This design comes from an exercise in tuning for small area, a short achievable clock period and few clock cycles per item on the open sky130 flow, not from production work.
Only simulation tests tie the RTL to the original design; equivalence was not proved.
Power figures rest on the tool's default switching activity, not on a simulated workload.

== job 5684 ==
## fce_tx
module fce_tx (
    input  wire        clk,
    input  wire        rst,
    input  wire        reg_wr,
    input  wire [4:0]  reg_addr,
    input  wire [31:0] reg_wdata,
    output reg  [31:0] reg_rdata,
    output wire        busy,
    output reg         mem_en,
    output reg  [3:0]  mem_we,
    output reg  [9:0]  mem_addr,
    output reg  [31:0] mem_wdata,
    input  wire [31:0] mem_rdata
);
clock: 6.5 ns
lec_check: 0
abc_area: 1
cap_margin: 20
core_margin: 2
core_utilization: 45
place_density: 0.6
setup_slack_margin: 2.0
slew_margin: 20
run.sh (not shown) runs the stock make flow with config.mk's settings and CLKGATE_MAP_FILE= SYNTH_SCRIPT=/design/flow/synth_recipe.tcl, a recipe that flattens the netlist after the stock synthesis.
The flow did not stop early for job 5684: all stages ran, and the layout cleared the timing, DRC and antenna checks.
Testbench counts of job 5684, summed over its fixed seeds: cycles 40,519, commands 908.
Inputs modified between job 5684 and job 2046:
# job 5684
export LEC_CHECK = 0
export ABC_AREA = 1
export CAP_MARGIN = 20
export CORE_MARGIN = 2
export CORE_UTILIZATION = 45
export PLACE_DENSITY = 0.6
export SETUP_SLACK_MARGIN = 2.0
export SLEW_MARGIN = 20
create_clock -name core_clock -period 6.5 [get_ports {clk}]
# job 2046
export LEC_CHECK = 0
export ABC_AREA = 1
export CAP_MARGIN = 20
export CORE_MARGIN = 2
export CORE_UTILIZATION = 45
export PLACE_DENSITY = 0.6
export SETUP_SLACK_MARGIN = 2.4
export SLEW_MARGIN = 20
create_clock -name core_clock -period 6.5 [get_ports {clk}]
[summary]
- The standard cells in job 2046 occupy more silicon area than those in job 5684 do.
- Job 5684 → job 2046: portion of total power attributed to combinational logic increased by 6.6 points relative to the old numbers, required time at the endpoint of the critical path closely matched the old numbers, detailed-route vias per instance increased by 0.72% relative to the old numbers, via count of the first global-routing pass increased by 1159 relative to the old numbers.
Here is what was changed in the inputs of job 9971 compared with job 2046.
# job 2046
export LEC_CHECK = 0
export ABC_AREA = 1
export CAP_MARGIN = 20
export CORE_MARGIN = 2
export CORE_UTILIZATION = 45
export PLACE_DENSITY = 0.6
export SETUP_SLACK_MARGIN = 2.4
export SLEW_MARGIN = 20
create_clock -name core_clock -period 6.5 [get_ports {clk}]
# job 9971
export LEC_CHECK = 0
export ABC_AREA = 1
export CAP_MARGIN = 20
export CORE_MARGIN = 2
export CORE_UTILIZATION = 45
export PLACE_DENSITY = 0.6
export SETUP_SLACK_MARGIN = 2.6
export SLEW_MARGIN = 20
create_clock -name core_clock -period 6.5 [get_ports {clk}]
Job 9971 ended with every stage complete and zero timing, DRC or antenna violations.
Of job 2046 and job 9971, the run reporting the lower combined global-route utilization of all metal layers was job 2046.
Relative to job 2046, number of buffers created by CTS has gone down in job 9971.
Slew at the pin closest to its max-slew limit for job 9971: 0.043 ns down relative to job 2046
The run with more setup slack is job 2046; job 9971 has less.
Routed wire length, job 2046 and job 9971: smaller value in job 2046
The iteration-0 DRC count of the detailed router of job 9971 is higher than that of job 2046.
Via count of the routed design: job 9971 > job 2046


Starting RTL as in the previous note.
export LEC_CHECK = 0
export CAP_MARGIN = 10
export CORE_MARGIN = 2
export CORE_UTILIZATION = 45
export PLACE_DENSITY = 0.6
export SETUP_SLACK_MARGIN = 2.4
export SLEW_MARGIN = 10
create_clock -name core_clock -period 6.5 [get_ports {clk}]
The baseline produced a clean layout.
Testbench counts at the start, summed over its fixed seeds: cycles 40,519, commands 908.
==> next run, changes <==
CAP_MARGIN = 20   (was 10)
SLEW_MARGIN = 20   (was 10)
=> The changed run finished clean; final cell count stays flat; hold slack barely changes; global-route usage is unchanged; setup slack gains 5.2 ps.
==> next run, changes <==
SETUP_SLACK_MARGIN = 2.3   (was 2.4)
The new run finished with timing, DRC and antenna clean.
Power stays flat.
Cell area shrinks by 0.39%.
Fmax grows by 1.1%.
Via count is about the same.
Register-to-register slack improves by 70 ps.


## the baseline
Starting RTL as in the previous note.
==> flow/config.mk <==
export PLATFORM = sky130hd
export DESIGN_NAME = fce_tx
export DESIGN_NICKNAME = fce_tx
export VERILOG_FILES = /design/flow/design.v
export SDC_FILE = /design/flow/constraint.sdc
export NUM_CORES = 4
export LEC_CHECK = 0
export ABC_AREA = 1
export CAP_MARGIN = 20
export CORE_MARGIN = 2
export CORE_UTILIZATION = 45
export PLACE_DENSITY = 0.6
export SETUP_SLACK_MARGIN = 1.8
export SLEW_MARGIN = 20
==> flow/constraint.sdc <==
create_clock -name core_clock -period 6.5 [get_ports {clk}]
set_input_delay 1.3000 -clock core_clock [delete_from_list [all_inputs] [get_ports {clk}]]
set_output_delay 1.3000 -clock core_clock [all_outputs]
set_load 0.01 [all_outputs]
The baseline has completed all stages; timing, DRC and antenna checks passed.
Testbench counts of the baseline, summed over its fixed seeds: cycles 40,519, commands 908.
#### Input delta (the candidate over the baseline)
- SETUP_SLACK_MARGIN changed from 1.8 to 2.2
### Flow results
- Required time at the endpoint of the critical path ended up 1.67 ns higher on the candidate than on the baseline.
- [compare] base=the baseline new=the candidate: summed area of non-filler cells in the final layout rose by 5.0%, post-layout total power rose by 8.0%, initial antenna violation count fell by 3.
- NOTE routed wire length the baseline->the candidate increased by a few percent

-- re-timing with driven ports --
Ports are ideal in the flow. The routed layouts listed here were re-timed in OpenROAD.
Step 1: set_driving_cell puts a clkbuf_16 on clk and a buf_2 on each other input, an assumption about the parent block.
Step 2 adds t to the input delays and takes it off the output delays; t is the mean of the earliest and latest rising clock arrival at the registers after step 1. Input paths then give back, and output paths get back, about the clock's delay inside the block.
Three values: no drivers, after step 1, after step 2; two values: the first two.
run | t, ns | slack for setup (ns) | worst register clock-pin slew, ns | worst slew at a driven data input, ns | pins driven straight from the clock port
job 5684 | 0.742 | 1.936 / 1.913 / 1.312 | 0.07 / 0.07 | 0.10 | 1
job 2046 | 0.718 | 2.144 / 2.097 / 1.487 | 0.07 / 0.07 | 0.07 | 1
job 9971 | 0.744 | 2.051 / 1.987 / 1.357 | 0.07 / 0.07 | 0.09 | 1
the first run of note 2 | 0.734 | 1.790 / 1.798 / 1.097 | 0.07 / 0.07 | 0.11 | 1
the second run of note 2 | 0.739 | 1.795 / 1.797 / 1.107 | 0.07 / 0.07 | 0.12 | 1
the third run of note 2 | 0.722 | 1.845 / 1.827 / 1.173 | 0.07 / 0.07 | 0.07 | 1
the baseline | 0.718 | 1.798 / 1.772 / 1.217 | 0.07 / 0.07 | 0.09 | 1
the candidate | 0.732 | 2.009 / 2.043 / 1.311 | 0.07 / 0.07 | 0.11 | 1
After both steps every run listed still meets setup and hold. The setup slack of the candidate, which loses most, moves by +0.034 ns with the drivers and by -0.698 ns with both steps.
